This is an optimization exercise on Yosys and OpenROAD, whose aim is small area, a short achievable clock period and few clock cycles, not a production implementation. In this exercise RTL edits were held to simulation tests only and were not proved equivalent to the original.

<file path="flow/design.v">
module bcd_codec (
    input  wire        clk,
    input  wire        rst,
    input  wire        start,
    input  wire        op,        
    input  wire [63:0] amt,
    input  wire [4:0]  scale,
    input  wire [47:0] bcd_in,
    output wire        ready,
    output reg         done,
    output wire        error,
    output wire [47:0] result
);
    localparam [1:0] P_DD = 2'd0, P_CAP = 2'd1, P_DEC = 2'd2;
    reg         busy;
    reg         first;     
    reg  [1:0]  phase;
    reg         op_q;
    reg         err_q;     
    reg         zero_q;    
    reg  [2:0]  ptr;       
    reg  [4:0]  sc;        
    reg         found;     
    reg  [2:0]  newtop;    
    reg  [63:0] b_q;       
    reg  [52:0] acc;       
    reg  [23:0] init;      
    reg         r_op, r_err;    
    wire last = (ptr == 3'd0) & (phase != P_CAP);
    assign ready = ~busy | last;
    wire accept = start & ready;
    reg  [63:0] groups;    
    reg  [7:0]  nze;       
    reg  [3:0]  nzd;       
    reg  [11:0] bad;
    integer i;
    always @(*) begin
        groups = 64'd0;
        for (i = 0; i < 4; i = i + 1)
            groups[16*i +: 10] = {bcd_in[12*i+8 +: 4], 6'b0} + {bcd_in[12*i+8 +: 4], 5'b0}
                               + {bcd_in[12*i+8 +: 4], 2'b0}
                               + {bcd_in[12*i+4 +: 4], 3'b0} + {bcd_in[12*i+4 +: 4], 1'b0}
                               + bcd_in[12*i +: 4];
        for (i = 0; i < 8; i = i + 1) nze[i] = |amt[8*i +: 8];
        for (i = 0; i < 4; i = i + 1) nzd[i] = |bcd_in[12*i +: 12];
        for (i = 0; i < 12; i = i + 1)
            bad[i] = bcd_in[4*i+3] & (bcd_in[4*i+2] | bcd_in[4*i+1]);
    end
    reg [7:0] ohe;
    reg [3:0] ohd;
    reg [2:0] tope, topd;
    reg [7:0] top_b;       
    reg [9:0] top_g;       
    always @(*) begin
        tope  = 3'd0;
        topd  = 3'd0;
        top_b = 8'd0;
        top_g = 10'd0;
        for (i = 0; i < 8; i = i + 1) begin
            ohe[i] = nze[i] & ~(|(nze >> (i + 1)));
            if (ohe[i]) tope = i[2:0];
            top_b = top_b | (amt[8*i +: 8] & {8{ohe[i]}});
        end
        for (i = 0; i < 4; i = i + 1) begin
            ohd[i] = nzd[i] & ~(|(nzd >> (i + 1)));
            if (ohd[i]) topd = i[2:0];
            top_g = top_g | (groups[16*i +: 10] & {10{ohd[i]}});
        end
    end
    wire quick = op ? (|bad) : (scale >= 5'd22);
    reg [11:0] md;         
    reg        mc;
    reg [3:0]  mm;
    integer    mj, mk;
    always @(*) begin
        md = 12'd0;
        for (mk = 7; mk >= 0; mk = mk - 1) begin
            mc = top_b[mk];
            for (mj = 0; mj < 3; mj = mj + 1) begin
                mm = dcell(md[4*mj +: 4]);
                md[4*mj +: 4] = {mm[2:0], mc};
                mc = mm[3];
            end
        end
    end
    wire early = op ? (|nzd[3:1]) & ~(|bad)
                    : (|nze[7:1]) & (scale <= 5'd3 || (scale >= 5'd6 && scale < 5'd22));
    reg [23:0] init_v;
    always @(*) begin
        init_v = 24'd0;
        if (early) begin
            if (op)
                init_v[13:4] = top_g;
            else
                case (scale)
                    5'd0: init_v[12 +: 12] = md;
                    5'd1: init_v[8 +: 12]  = md;
                    5'd2: init_v[4 +: 12]  = md;
                    default: init_v[0 +: 12] = md;
                endcase
        end
    end
    reg  [7:0]  psel;
    reg  [7:0]  bsel;
    reg  [9:0]  grp;
    always @(*) begin
        bsel = 8'd0;
        grp  = 10'd0;
        for (i = 0; i < 8; i = i + 1) begin
            psel[i] = (ptr == i);
            bsel = bsel | (b_q[8*i +: 8] & {8{psel[i]}});
        end
        for (i = 0; i < 4; i = i + 1)
            grp = grp | (b_q[16*i +: 10] & {10{ptr[1:0] == i}});
    end
    wire [7:0]  bits   = bsel & {8{~zero_q}};
    wire [52:0] acc_in = first ? {29'd0, init} : acc;
    function [3:0] dcell;
        input [3:0] a;
        begin
            dcell[3] = (a[2] & a[1]) | (a[2] & a[0]);
            dcell[2] = (a[3] & a[0]) | (a[2] & ~a[1] & ~a[0]);
            dcell[1] = a[3] | (~a[2] & a[1]) | (a[2] & ~a[1] & ~a[0]) | (a[1] & a[0]);
            dcell[0] = a[3] | (~a[2] & a[0]) | (a[2] & ~a[0]);
        end
    endfunction
    wire       cap_ph = (phase == P_CAP);
    wire [3:0] inj = {~cap_ph & (sc == 5'd0), ~cap_ph & (sc == 5'd1), ~cap_ph & (sc == 5'd2),
                      cap_ph | (sc[4:1] != 4'd0 && sc != 5'd2)};
    reg  [12:0] tap;
    always @(*) begin
        tap = 13'd0;
        for (i = 0; i < 13; i = i + 1) tap[i] = (sc == i + 1);
        if (sc > 5'd13) tap[12] = 1'b1;
    end
    reg [51:0] dd_acc;
    reg        dd_ovf;
    reg [7:0]  cap;
    reg        c;
    reg [3:0]  m;
    integer j, k;
    always @(*) begin
        dd_acc = acc_in[51:0];
        dd_ovf = acc_in[52];
        cap    = 8'd0;
        for (k = 7; k >= 0; k = k - 1) begin
            c = 1'b0;
            for (j = 0; j < 13; j = j + 1) begin
                if (j < 4) c = c | (bits[k] & inj[j]);
                m = dcell(dd_acc[4*j +: 4]);
                dd_acc[4*j +: 4] = {m[2:0], c};
                c = m[3];
                cap[k] = cap[k] | (c & tap[j]);
            end
            dd_ovf = dd_ovf | c;
        end
    end
    wire [39:0] h  = acc_in[43:4];
    wire [39:0] o1 = {h[29:0], 10'b0}, o2 = ~{h[34:0], 5'b0};
    wire [39:0] o3 = {h[36:0], 3'b0},  o4 = {30'd0, grp};
    wire [39:0] s1 = o1 ^ o2 ^ o3;
    wire [39:0] c1 = {((o1[38:0] & o2[38:0]) | (o1[38:0] & o3[38:0]) | (o2[38:0] & o3[38:0])), 1'b0};
    wire [39:0] s2 = s1 ^ c1 ^ o4;
    wire [39:0] c2 = {((s1[38:0] & c1[38:0]) | (s1[38:0] & o4[38:0]) | (c1[38:0] & o4[38:0])), 1'b1};
    reg  [39:0] hg, hp, ng, np, hor;
    integer s;
    always @(*) begin
        hg = s2 & c2;
        hp = s2 ^ c2;
        for (s = 1; s < 40; s = s * 2) begin
            ng = hg;
            np = hp;
            for (i = 0; i < 40; i = i + 1)
                if ((i / s) % 2 == 1) begin
                    ng[i] = hg[i] | (hp[i] & hg[(i/s)*s-1]);
                    np[i] = hp[i] & hp[(i/s)*s-1];
                end
            hg = ng;
            hp = np;
        end
        hor = s2 ^ c2 ^ {hg[38:0], 1'b0};
    end
    always @(posedge clk) begin
        if (rst) begin
            busy <= 1'b0;
            done <= 1'b0;
        end else begin
            done <= busy & last;
            if (accept)
                busy <= 1'b1;
            else if (last)
                busy <= 1'b0;
        end
    end
    wire [4:0] sc_drop = (sc > 5'd13) ? 5'd13 : sc;    
    always @(posedge clk) begin
        if (busy & last) begin
            r_op  <= op_q;
            r_err <= err_q;
        end
        init <= accept ? init_v : 24'd0;
        if (accept) begin
            first  <= 1'b1;
            op_q   <= op;
            err_q  <= |bad;
            zero_q <= ~op & (scale >= 5'd22);
            b_q    <= op ? groups : amt;
            phase  <= op ? P_DEC : (scale >= 5'd4 && scale < 5'd22) ? P_CAP : P_DD;
            ptr    <= quick ? 3'd0 : (op ? topd : tope) - {2'd0, early};
            sc     <= (scale >= 5'd4) ? scale - 5'd3 : scale;
            found  <= 1'b0;
        end else begin
            first <= 1'b0;
            ptr   <= ptr - 3'd1;
            if (phase == P_CAP) begin
                for (i = 0; i < 8; i = i + 1)
                    if (psel[i]) b_q[8*i +: 8] <= cap;
                if (~found && cap != 8'd0) begin
                    found  <= 1'b1;
                    newtop <= ptr;
                end
                if (ptr == 3'd0) begin
                    first <= 1'b1;
                    found <= 1'b0;
                    ptr   <= found ? newtop : 3'd0;
                    sc    <= (sc == sc_drop) ? 5'd3 : sc - sc_drop;
                    if (sc == sc_drop) phase <= P_DD;
                end
            end
        end
        if (phase == P_DEC)
            acc <= {acc_in[52:44], hor, acc_in[3:0]};
        else
            acc <= {dd_ovf, dd_acc};
    end
    reg  [47:0] w;
    reg  [11:0] nine;
    always @(*) begin
        for (i = 0; i < 12; i = i + 1) begin
            w[4*i +: 4] = acc[4+4*i +: 4];
            if (~r_op & acc[4+4*i+3]) w[4*i+1 +: 2] = 2'b00;
            nine[i] = acc[4+4*i+3] & acc[4+4*i];
        end
    end
    wire        rnd = acc[2] & (acc[1] | acc[0]);
    reg  [47:0] inc;
    reg  [3:0]  d;
    always @(*) begin
        for (i = 0; i < 12; i = i + 1) begin
            d = w[4*i +: 4];
            if (rnd && (&(nine | ~((12'd1 << i) - 12'd1))))
                inc[4*i +: 4] = nine[i] ? 4'd0 : d + 4'd1;
            else
                inc[4*i +: 4] = d;
        end
    end
    wire enc_ovf = acc[52] | (rnd & (&nine));
    assign result = inc;
    assign error  = r_op ? r_err : enc_ovf;
endmodule
</file>
<file path="flow/flow/run.sh">
#!/bin/bash
# The standard layout (the standard.sh: ORFS synthesis through finish),
# with the ports buffered by plain buffers (sky130_fd_sc_hd__buf_1) instead
# of the delay buffers ORFS's buffer_ports picks by default. Every port still
# gets its buffer; nothing else changes.
set -euo pipefail
export BUFFER_PORTS_ARGS="-buffer_cell sky130_fd_sc_hd__buf_1"
bash standard.sh > standard.log 2>&1
</file>
<file path="flow/standard.sh">
#!/bin/bash
# synth_recipe.tcl (not shown) runs the flow's synth.tcl, then flattens the netlist and writes it again
# the make line also repeats each setting of config.mk as NAME=value (left out here)
make -C /OpenROAD-flow-scripts/flow DESIGN_CONFIG=/design/flow/config.mk WORK_HOME=/design/flow/orfs CLKGATE_MAP_FILE= SYNTH_SCRIPT=/design/flow/synth_recipe.tcl "${@:-finish}"
</file>
<file path="flow/config.mk">
export PLATFORM = sky130hd
export DESIGN_NAME = bcd_codec
export DESIGN_NICKNAME = bcd_codec
export VERILOG_FILES = /design/flow/design.v
export SDC_FILE = /design/flow/constraint.sdc
export NUM_CORES = 4
export LEC_CHECK = 0
export ABC_AREA = 1
export CAP_MARGIN = 20
export CORE_MARGIN = 2
export CORE_UTILIZATION = 40
export CTS_BUF_LIST = sky130_fd_sc_hd__clkbuf_4 sky130_fd_sc_hd__clkbuf_8
export PLACE_DENSITY = 0.6
export SETUP_SLACK_MARGIN = 3.0
export SLEW_MARGIN = 20
export TNS_END_PERCENT = 10
</file>
<file path="flow/constraint.sdc">
create_clock -name core_clock -period 8.0 [get_ports {clk}]
set_input_delay 1.6000 -clock core_clock [delete_from_list [all_inputs] [get_ports {clk}]]
set_output_delay 1.6000 -clock core_clock [all_outputs]
set_load 0.01 [all_outputs]
</file>
==> results of run 1 <==
repair_timing:
item | 4_1_cts | 5_1_grt
gates cloned | 0 | 2
resized for setup | 50 | 117
pin swaps | 12 | 24
buffers inserted | 19 | 15
endpoints found under the setup margin | 81 | 93
endpoints found under the hold margin | 0 | 0
critical path, stage by stage, from the launching register on:
cell and delay (ns):
sky130_fd_sc_hd__dfxtp_1 0.53, sky130_fd_sc_hd__nand2_1 0.27, sky130_fd_sc_hd__nor2_2 0.27, sky130_fd_sc_hd__nand4_1 0.27, sky130_fd_sc_hd__nor4_4 0.57, sky130_fd_sc_hd__nand4_1 0.24
sky130_fd_sc_hd__nor2_1 0.24, sky130_fd_sc_hd__a21oi_1 0.09, sky130_fd_sc_hd__nor3_1 0.19, sky130_fd_sc_hd__buf_1 0.20
worst min-delay path by stage:
| stage | cells past startpoint | slack, ns | end |
|---|---|---|---|
| after floorplan | 0 | 0.40 | r_err$_DFFE_PP_ |
| after global routing | 0 | 0.45 | r_err$_DFFE_PP_ |
| final | 0 | 0.43 | r_op$_DFFE_PP_ |
| after global placement | 0 | 0.40 | r_err$_DFFE_PP_ |
| after CTS | 0 | 0.43 | r_op$_DFFE_PP_ |
| after detailed placement | 0 | 0.41 | r_op$_DFFE_PP_ |
registers in the layout, indices dropped and copies added, names as in the netlist, 2 cells and up:
signal	cells
phase	2
acc	53
newtop	3
b_q	64
sc	5
ptr	3
init	22
cell usage in the layout (no fill, tap or decap), drive strengths merged, types with 67 or more instances in the layout:
cell,count
a21oi,179
buf,219
dfxtp,82
edfxtp,79
fa,67
ha,169
inv,581
nand2,880
nand3,335
nand4,90
nor2,394
o21ai,225
final cells by class:
class,count,area (µm²)
inverter,579,2180
fill,5877,30000
clock inverter,13,144
tap,748,936
sequential,161,4030
multi-input combinational,2684,16300
antenna,1,2.50
clock buffer,19,249
timing repair buffer,221,1080
layer usage:
metal	vias up	GRT usage, %
met4	0	15.0
li1	12000	-
met3	203	3.83
met1	11200	33.6
met2	950	49.7
met5	-	0
cells by family after synthesis:
family                   count (synthesis)  share of synthesized area (%)
XOR/XNOR                                59                           2.32
adder cells (fa/ha/maj)                236                           15.5
buffers and inverters                  626                           11.0
multiplexers                             3                          0.135
AND/OR/NAND/NOR                       1765                           35.6
AO/OA/AOI/OAI                          621                           17.3
flip-flops                             161                           18.1
==> notes.md, run 1 <==
run status timing/DRC/antenna clean; worst-case hold slack around 0.43 ns; synthesized netlist net count approximately 3.8k; reg-to-reg slack, setup approximately 3.2 ns; max_slew headroom 25.7%; Max FO, Critical Path 7; Worst Path Required between 6 and 7 ns; antenna violations before repair 1; cell area reported after detailed placement 0.0237 mm²; wire length on met1 ~33000 µm; count of hold-fix buffers inserted at cts 0; summed instance area of the synthesized netlist approximately 0.022 mm²; # IOs around 170; final number of max-transition violations 0; clock transition at the registers of the reported paths 0.10 ns; clock buffers created by TritonCTS 17; PnR worst setup slack around 3 ns; fraction of the yosys area taken by sequential cells between 10% and 20%; wire length of the first global-routing pass 126000 µm; Post-Layout Cell Count roughly 4.4k; main area contributors after synthesis sky130_fd_sc_hd__nand2_1 (14%), sky130_fd_sc_hd__edfxtp_1 (11%), sky130_fd_sc_hd__ha_1 (9.5%); worst-margin pin slew 1.11 ns; share of the synthesized area in the top cell type 14.5%; timing-limited maximum frequency roughly 200 MHz; clock net sink count ~160; overall die width 240 µm; Setup-failing EPs final 0; cell count after synthesis 3471; Post-synth EDFFs 79; insertion delay to the later sink of the worst-skew pair ~0.54 ns; top flip-flop cell by instance count after synthesis sky130_fd_sc_hd__dfxtp_1; final critical-path share of the clock period 62.6%; flops & latches, synth about 160; detailed-router iteration count before antenna repair 6; summed area of non-filler cells in the final layout ~0.025 mm²; logic depth of the worst register-to-register path 32; H-tree depth 4; count of unique library cells instantiated by Yosys 67; Critical Path AT between 3 and 4 ns; Congestion Overflow GR 0; cell type contributing the most total cell area after synthesis sky130_fd_sc_hd__nand2_1; final net count approximately 4k; area added between synthesis and finish 12.2%; Worst Hold Class flop to flop; Synth warnings 1; Via-to-Cell Ratio 5.49; leading cell type by number of instances after synthesis sky130_fd_sc_hd__nand2_1; initial detailed-routing violation count roughly 2.2k; number of antenna-violating nets in the routed design 0; Max-cap violations 0; setup total negative slack 0 ns; capturing element type of the critical path output port; crit start category flop; final routed wirelength across all metal layers between 80000 and 90000 µm; worst flop-to-flop path startpoint acc[4]$_DFF_P_; clk buf depth 2; via count roughly 24k; source of the critical timing path acc[20]$_DFF_P_; Post-Synthesis Mean Instance Area roughly 6.4 µm²; clock tree from TritonCTS yes; Root Buffer Master sky130_fd_sc_hd__clkbuf_8; share of post-route cells with drive strength above 1 about 11%; Std-Cell Core Area 0.0550 mm²; utilization after layout between 40% and 50%; final hold violations 0; Die Y approximately 240 µm; post-detail-place hpwl between 60000 and 70000 µm; wire length per cell between 15 and 20 µm; met3 wirelength from detailed routing a little over 5000 µm; reg-to-reg endpoint acc[41]$_DFF_P_; Die Area around 0.057 mm²; maximum number of pins on one net before global-route repair 54; routability-driven placement congestion ratio about 0.97; worst slack at placement ~1.8 ns; count of buffers from port buffering approximately 170; initial cell density of the core about two fifths; vias in the first global route around 23k; Site Rows 86; Min Clock Period, post-route approximately 5 ns; Post-Place Cells roughly 4.4k; path type of the worst setup path flop to output port; Critical Path Sink result[46]; unrepaired setup endpoints after global routing true; routed length on met2 roughly 39000 µm; GR Util All Layers approximately 28%; residual DRC count 0; synth cell count leaders sky130_fd_sc_hd__nand2_1 (858), sky130_fd_sc_hd__inv_1 (523), sky130_fd_sc_hd__nor2_1 (342); uppermost layer routed met4; post-synthesis async set-or-reset flop share 0%; clock tree skew after final layout ~0.027 ns; hold_sp op_q$_DFFE_PP_
Testbench counts, summed over its fixed seeds: cycles 7,944.
==> run 2, diff against run 1 <==
--- a/flow/config.mk
+++ b/flow/config.mk
@@ -13,4 +13,4 @@
 export PLACE_DENSITY = 0.6
 export SETUP_SLACK_MARGIN = 3.0
 export SLEW_MARGIN = 20
-export TNS_END_PERCENT = 10
+export TNS_END_PERCENT = 40
==> run 2 against run 1 <==
  * Global-route usage grew 0.069 points
  * Worst hold slack gained 0.00056 ns
  * Sequential cell count is the same
  * Via count shrank 0.14%
  * Core utilization is essentially flat
  * Clock skew grew 0.0029 ns
  * Die area is the same
  * Register-to-register slack gained 0.05 ns
  * Synthesized cell count is the same
  * Setup slack gained 0.11 ns
  * Design area is essentially flat
  * Critical path type unchanged
  * Critical endpoint unchanged
  * Largest cell class unchanged
==> notes.md, run 2 <==
clock tree skew after final layout 0.0295 ns; Congestion Overflow GR 0; number of antenna-violating nets in the routed design 0; post-synthesis async set-or-reset flop share 0%; Die Y 240 µm; count of unique library cells instantiated by Yosys 67; wire length per cell roughly 19 µm; Min Clock Period, post-route 4.90 ns; main area contributors after synthesis sky130_fd_sc_hd__nand2_1 (14%), sky130_fd_sc_hd__edfxtp_1 (11%), sky130_fd_sc_hd__ha_1 (9.5%); timing-limited maximum frequency about 200 MHz; Critical Path AT 3.30 ns; capturing element type of the critical path output port; Max-cap violations 0; worst-margin pin slew ~1.1 ns; clock tree from TritonCTS yes; # IOs around 170; count of buffers from port buffering about 170; most flop-heavy register b_q; final critical-path share of the clock period 61.2%; biggest regs b_q: 64 flops, acc: 53 flops, init: 22 flops; Post-Layout Cell Count 4423; clk buf depth 2; share of post-route cells with drive strength above 1 11.5%; Synth warnings 1; overall die width between 200 and 250 µm; crit start category flop; final hold violations 0; leading cell type by number of instances after synthesis sky130_fd_sc_hd__nand2_1; wire length of the first global-routing pass ~130000 µm; synthesized netlist net count 3828; maximum number of pins on one net before global-route repair 54; worst slack at placement between 1.5 and 2 ns; initial cell density of the core between 40% and 50%; setup total negative slack 0 ns; Largest register FFs 64; initial detailed-routing violation count 2218; clock transition at the registers of the reported paths ~0.11 ns; summed instance area of the synthesized netlist between 0.02 and 0.025 mm²; run status timing/DRC/antenna clean; flops & latches, synth between 150 and 200; series of cell instances along the critical path nand2_1 > nor2_2 > nand4_1 > nor4_4 > nand4_1 > nor2_1 > a21oi_1 > nor3_1 > buf_1; path type of the worst setup path flop to output port; clock net sink count 161; antenna violations before repair 1; GR Util All Layers 28.5%; Worst Hold Class flop to flop; cell type contributing the most total cell area after synthesis sky130_fd_sc_hd__nand2_1; via count between 20k and 25k; share of the synthesized area in the top cell type between 10 and 15%; residual DRC count 0; clock buffers created by TritonCTS 17; insertion delay to the later sink of the worst-skew pair ~0.54 ns; H-tree depth 4; area added between synthesis and finish 12.2%; synth cell count leaders sky130_fd_sc_hd__nand2_1 (858), sky130_fd_sc_hd__inv_1 (523), sky130_fd_sc_hd__nor2_1 (342); Max stage delay on crit path 0.57 ns; Post-Synthesis Mean Instance Area 6.41 µm²; CP max stage cell sky130_fd_sc_hd__nor4_4; fillers roughly 5.9k; unrepaired setup endpoints after global routing true; final net count ~4k; Max FO, Critical Path 7; Site Rows 86; detailed-router iteration count before antenna repair 6; Die Area approximately 0.057 mm²; most common cell after layout, fill and taps aside sky130_fd_sc_hd__nand2_1; post-detail-place hpwl 68200 µm; max_slew headroom a little over a quarter; Std-Cell Core Area ~0.055 mm²; most numerous cell on the critical path sky130_fd_sc_hd__nand4_1; fraction of the yosys area taken by sequential cells approximately 18%; Worst Path Required 6.40 ns; final number of max-transition violations 0; routability-driven placement congestion ratio between 0.9 and 1; Via-to-Cell Ratio roughly 5.5; PnR worst setup slack between 3 and 4 ns; Root Buffer Master sky130_fd_sc_hd__clkbuf_8; Post-Place Cells 4357; vias in the first global route between 20k and 25k; Setup-failing EPs final 0; top flip-flop cell by instance count after synthesis sky130_fd_sc_hd__dfxtp_1; cell count after synthesis roughly 3.5k; top library cells by usage in the layout, fill and taps aside sky130_fd_sc_hd__nand2_1 (838), sky130_fd_sc_hd__inv_1 (504), sky130_fd_sc_hd__nor2_1 (316); final routed wirelength across all metal layers 82300 µm; utilization after layout 45.4%; Post-synth EDFFs a little under 80
-- run 2: changes by cell type in the layout (fill, tap and decap cells not counted), moves of 2 or more --
| cell | delta |
|---|---|
| sky130_fd_sc_hd__o21ai_1 | -2 |
| sky130_fd_sc_hd__nor2_4 | +5 |
| sky130_fd_sc_hd__buf_4 | -3 |
| sky130_fd_sc_hd__nand2_1 | +2 |
| sky130_fd_sc_hd__nor2_2 | -4 |
| sky130_fd_sc_hd__nand2_2 | -2 |
| sky130_fd_sc_hd__o21ai_2 | +2 |
-- run 2: path summary, 6_finish.rpt --
check                   from               to  slack, ns  depth (start not counted)
min reg2reg   op_q$_DFFE_PP_   r_op$_DFFE_PP_       0.43                          0
max reg2reg   acc[4]$_DFF_P_  acc[41]$_DFF_P_       3.28                         32
max          acc[20]$_DFF_P_       result[46]       3.10                          9
min           op_q$_DFFE_PP_   r_op$_DFFE_PP_       0.43                          0
-- run 2: repair_timing --
item,CTS,global route
gates resized for setup,60,114
endpoints found under the setup margin,81,84
pin swaps,13,19
gates cloned,0,2
setup buffers,20,11
hold buffers,0,0
-- run 2: kinds of logic (layout without fill, tap and decap cells) --
| logic type | after synthesis | in the layout | share of synthesized area [%] |
|---|---|---|---|
| simple gates | 1765 | 1765 | 35.6 |
| buf+inv | 626 | 829 | 11.0 |
| compound gates | 621 | 621 | 17.3 |
| fa+ha+maj | 236 | 236 | 15.5 |
| flops | 161 | 161 | 18.1 |
| xor+xnor | 59 | 59 | 2.32 |
| mux | 3 | 3 | 0.135 |
| other cells | 0 | 1 | 0 |
-- run 2: cell type report --
cell class / instances / area, µm² / area share [%]
multi-input cells: 2684 / 16300 / 65.5
flip-flops and latches: 161 / 4030 / 16.2
inverters: 579 / 2180 / 8.73
repair buffers: 218 / 1060 / 4.26
well taps: 748 / 936 / 3.75
clock buffers: 19 / 249 / 0.998
clock inverters: 13 / 144 / 0.577
diodes: 1 / 2.50 / 0.0100
-- run 2: critical path: cells and delay by family (launching register included) --
kind / cells / cell delay, ns
compound gates: 1 / 0.09
buf+inv: 1 / 0.20
flops: 1 / 0.44
simple gates: 7 / 2.05
-- run 2: stage by stage --
step                area, µm²  hold WS (ns)
floorplan               22200         0.400
global placement        23700         0.402
detailed placement      23700         0.408
CTS                     24400         0.434
global route            24900         0.450
finish                  24900         0.432
-- run 2: metal layers --
layer	part of all wire [%]	vias up	global-route usage, %
met2	47	982	49.7
met1	40	11100	33.7
met4	6.0	0	15.3
met5	0	-	0
li1	-	12000	-
met3	6.4	206	3.86
==> run 3, diff against run 2 <==
--- a/flow/design.v
+++ b/flow/design.v
@@ -24,7 +24,7 @@
     reg  [2:0]  newtop;    
     reg  [63:0] b_q;       
     reg  [52:0] acc;       
-    reg  [23:0] init;      
+    reg  [11:0] init;      
     reg         r_op, r_err;    
     wire last = (ptr == 3'd0) & (phase != P_CAP);
     assign ready = ~busy | last;
@@ -85,21 +85,7 @@
     end
     wire early = op ? (|nzd[3:1]) & ~(|bad)
                     : (|nze[7:1]) & (scale <= 5'd3 || (scale >= 5'd6 && scale < 5'd22));
-    reg [23:0] init_v;
-    always @(*) begin
-        init_v = 24'd0;
-        if (early) begin
-            if (op)
-                init_v[13:4] = top_g;
-            else
-                case (scale)
-                    5'd0: init_v[12 +: 12] = md;
-                    5'd1: init_v[8 +: 12]  = md;
-                    5'd2: init_v[4 +: 12]  = md;
-                    default: init_v[0 +: 12] = md;
-                endcase
-        end
-    end
+    wire [11:0] init_v = ~early ? 12'd0 : op ? {2'd0, top_g} : md;
     reg  [7:0]  psel;
     reg  [7:0]  bsel;
     reg  [9:0]  grp;
@@ -114,7 +100,11 @@
             grp = grp | (b_q[16*i +: 10] & {10{ptr[1:0] == i}});
     end
     wire [7:0]  bits   = bsel & {8{~zero_q}};
-    wire [52:0] acc_in = first ? {29'd0, init} : acc;
+    wire [3:0]  at = {~op_q & (sc == 5'd0), ~op_q & (sc == 5'd1),
+                      op_q | (sc == 5'd2), ~op_q & (sc[4:1] != 4'd0) & (sc != 5'd2)};
+    wire [23:0] init_at = ({12'd0, init} & {24{at[0]}}) | ({8'd0, init, 4'd0} & {24{at[1]}})
+                        | ({4'd0, init, 8'd0} & {24{at[2]}}) | ({init, 12'd0} & {24{at[3]}});
+    wire [52:0] acc_in = first ? {29'd0, init_at} : acc;
     function [3:0] dcell;
         input [3:0] a;
         begin
@@ -155,7 +145,7 @@
             dd_ovf = dd_ovf | c;
         end
     end
-    wire [39:0] h  = acc_in[43:4];
+    wire [39:0] h  = first ? {30'd0, init[9:0]} : acc[43:4];
     wire [39:0] o1 = {h[29:0], 10'b0}, o2 = ~{h[34:0], 5'b0};
     wire [39:0] o3 = {h[36:0], 3'b0},  o4 = {30'd0, grp};
     wire [39:0] s1 = o1 ^ o2 ^ o3;
@@ -198,7 +188,7 @@
             r_op  <= op_q;
             r_err <= err_q;
         end
-        init <= accept ? init_v : 24'd0;
+        init <= accept ? init_v : 12'd0;
         if (accept) begin
             first  <= 1'b1;
             op_q   <= op;
@@ -229,7 +219,7 @@
             end
         end
         if (phase == P_DEC)
-            acc <= {acc_in[52:44], hor, acc_in[3:0]};
+            acc <= {9'd0, hor, 4'd0};
         else
             acc <= {dd_ovf, dd_acc};
     end
==> flow/run.sh (new file) <==
#!/bin/bash
# synth_recipe.tcl (not shown) runs the flow's synth.tcl, then flattens the netlist and writes it again
# the make line also repeats each setting of config.mk as NAME=value (left out here)
make -C /OpenROAD-flow-scripts/flow DESIGN_CONFIG=/design/flow/config.mk WORK_HOME=/design/flow/orfs CLKGATE_MAP_FILE= SYNTH_SCRIPT=/design/flow/synth_recipe.tcl finish
--- a/flow/config.mk
+++ b/flow/config.mk
@@ -9,8 +9,6 @@
 export CAP_MARGIN = 20
 export CORE_MARGIN = 2
 export CORE_UTILIZATION = 40
-export CTS_BUF_LIST = sky130_fd_sc_hd__clkbuf_4 sky130_fd_sc_hd__clkbuf_8
 export PLACE_DENSITY = 0.6
 export SETUP_SLACK_MARGIN = 3.0
 export SLEW_MARGIN = 20
-export TNS_END_PERCENT = 40
removed: flow/flow/run.sh
removed: flow/standard.sh
==> run 3 against run 2 <==
  * First-iteration DRC count down 11%
  * Sequential share of layout area down 2.5 points
  * Critical path depth up 22
  * Synthesized area down 0.60%
  * Synthesized cell count down 1.6%
  * Via count up 1.7%
  * Die area down 0.60%
  * Critical path type is now flop to flop
==> notes.md, run 3 <==
worst-case hold slack between 0.4 and 0.5 ns; capturing element type of the critical path flop; Die Area between 0.05 and 0.06 mm²; Post-Place Cells 4269; GR Util All Layers 29.2%; via count 24.7k; final routed wirelength across all metal layers around 86000 µm; unrepaired setup endpoints after global routing true; routability-driven placement congestion ratio between 0.9 and 1; share of post-route cells with drive strength above 1 just under 20%; Worst Path Required about 8 ns; Site Rows 86; Max stage delay on crit path between 0.4 and 0.5 ns; reg-to-reg slack, setup a little over 3 ns; synthesized netlist net count 3766; biggest regs b_q: 64 flops, acc: 53 flops, init: 10 flops; Post-synth EDFFs 79; insertion delay to the later sink of the worst-skew pair around 0.47 ns; wire length on met1 roughly 34000 µm; setup total negative slack 0 ns; most numerous cell on the critical path sky130_fd_sc_hd__nand2_2; antenna violations before repair 0; top flip-flop cell by instance count after synthesis sky130_fd_sc_hd__edfxtp_1; Root Buffer Master sky130_fd_sc_hd__clkbuf_16; summed area of non-filler cells in the final layout about 0.028 mm²; main area contributors after synthesis sky130_fd_sc_hd__nand2_1 (14%), sky130_fd_sc_hd__edfxtp_1 (11%), sky130_fd_sc_hd__ha_1 (9.2%); clock tree skew after final layout about 0.017 ns; Max-cap violations 0; initial cell density of the core between 40% and 50%; final hold violations 0; residual DRC count 0; flops & latches, synth about 150; detailed-router iteration count before antenna repair 6; # IOs approximately 170; Largest register FFs 64; area added between synthesis and finish 25.4%; worst-margin pin slew a little over 0.9 ns; max_slew headroom 38.0%; top library cells by usage in the layout, fill and taps aside sky130_fd_sc_hd__nand2_1 (745), sky130_fd_sc_hd__inv_1 (481), sky130_fd_sc_hd__nor2_1 (303); cell count after synthesis roughly 3.4k; count of buffers from port buffering roughly 170; maximum number of pins on one net before global-route repair 49; Congestion Overflow GR 0; count of hold-fix buffers inserted at cts 0; cell area reported after detailed placement around 0.025 mm²; summed instance area of the synthesized netlist about 0.022 mm²; vias in the first global route ~23k; clock transition at the registers of the reported paths ~0.070 ns; crit start category flop; CP max stage cell sky130_fd_sc_hd__edfxtp_1; count of unique library cells instantiated by Yosys between 70 and 80; most flop-heavy register b_q; routed length on met2 roughly 41000 µm; Critical Path AT a little over 5 ns; clock buffers created by TritonCTS 17; leading cell type by number of instances after synthesis sky130_fd_sc_hd__nand2_1; H-tree depth 4; overall die width 239 µm; post-synthesis async set-or-reset flop share 0%; uppermost layer routed met4; met3 wirelength from detailed routing 5550 µm; most common cell after layout, fill and taps aside sky130_fd_sc_hd__nand2_1; run status timing/DRC/antenna clean; fraction of the yosys area taken by sequential cells 17.1%; Post-Layout Cell Count roughly 4.4k; initial detailed-routing violation count 1965; clk buf depth 2; final number of max-transition violations 0; total inserted antenna cells 0; share of the synthesized area in the top cell type between 10% and 20%; post-detail-place hpwl 69000 µm; wire length of the first global-routing pass about 130000 µm; Min Clock Period, post-route ~5 ns; Synth warnings 1; wire length per cell roughly 19 µm; Max FO, Critical Path 6; Std-Cell Core Area around 0.055 mm²; clock net sink count ~150; Post-Synthesis Mean Instance Area 6.47 µm²; Die Y between 200 and 250 µm; final critical-path share of the clock period roughly three fifths; number of antenna-violating nets in the routed design 0; synth cell count leaders sky130_fd_sc_hd__nand2_1 (802), sky130_fd_sc_hd__inv_1 (511), sky130_fd_sc_hd__nor2_1 (356); timing-limited maximum frequency about 200 MHz; Setup-failing EPs final 0; path type of the worst setup path flop to flop; Worst Hold Class flop to flop; final net count around 4.1k; clock tree from TritonCTS yes; Via-to-Cell Ratio ~5.6; cell type contributing the most total cell area after synthesis sky130_fd_sc_hd__nand2_1
## run 3: logic make-up (layout without fill, tap and decap cells)
group           after synthesis  after routing  share of synthesized area (%)
simple gates               1768           1769                           37.4
flops                       149            149                           17.1
fa+ha+maj                   229            229                           15.2
xor+xnor                     59             59                           2.34
buf+inv                     610            924                           10.7
compound gates              599            599                           17.2
mux                           2              2                         0.0906
## run 3: path summary, 6_finish.rpt
path                         from             endpoint  cells past startpoint
setup reg to reg  sc[2]$_DFFE_PP_  newtop[1]$_DFFE_PP_                     31
setup / recovery  sc[2]$_DFFE_PP_  newtop[1]$_DFFE_PP_                     31
hold reg to reg   err_q$_DFFE_PP_      r_err$_DFFE_PP_                      0
hold / removal    err_q$_DFFE_PP_      r_err$_DFFE_PP_                      0
## run 3: final cells by class
class	instances	area [µm²]
Clock inverter	13	123
Inverter	569	2160
Fill cell	5544	27200
Multi-Input combinational cell	2658	17300
Sequential cell	149	3790
Clock buffer	19	433
Timing Repair Buffer	323	3000
Tap cell	704	881
## run 3: per-stage QoR
stage	worst slack, ns	utilization, %
after CTS	2.89	47.3
after global placement	1.67	44.9
final	3.10	50.5
after global routing	2.87	50.5
after detailed placement	1.60	44.9
after floorplan	3.05	-
## run 3: routing by layer
layer  vias to the layer above  track usage (%)
li1                      12000                -
met1                     11500             35.2
met2                       972             51.2
met3                       238             3.76
met4                         0             14.5
met5                         -                0
## run 3: timing repair
item / CTS / global route
cloned: 0 / 2
buffers inserted: 46 / 86
gates resized for setup: 139 / 279
setup endpoints to repair: 109 / 76
pin swaps: 30 / 117
hold endpoints to repair: 0 / 0
## run 3: critical path, delay by kind of cell (launching register included)
kind / cells / cell delay (ns)
and+or+nand+nor: 24 / 3.22
DFF: 1 / 0.48
AOI/OAI and AO/OA: 2 / 0.29
buffers and inverters: 5 / 0.63
Testbench counts of run 3, summed over its fixed seeds: cycles 7,944.

[separate check: timing with driven ports]
In the flow no input, the clock included, has a driving cell. The finished layouts below were timed again as built, in two steps. Step 1, drivers: a clkbuf_16 drives clk and a buf_2 each remaining input, both assumed. Step 2 moves the port delays by t, midway between the first and last clock arrival at a register: inputs arrive t later, outputs are due t later. That takes back most of the time a late clock gives input paths. Slacks: ideal / step 1 / step 2; pairs: ideal / step 1.
run | shift t [ns] | slack for setup (ns) | latest minus earliest clock arrival (ns)
run 1 | 0.583 | 2.994 / 2.939 / 2.731 | 0.027 / 0.027
run 2 | 0.581 | 3.101 / 3.048 / 2.685 | 0.030 / 0.030
run 3 | 0.512 | 3.105 / 3.105 / 2.680 | 0.017 / 0.017
After both steps every run listed still meets setup and hold. The setup slack of run 3, which loses most, moves by 0.000 ns with the drivers and by -0.425 ns with both steps.
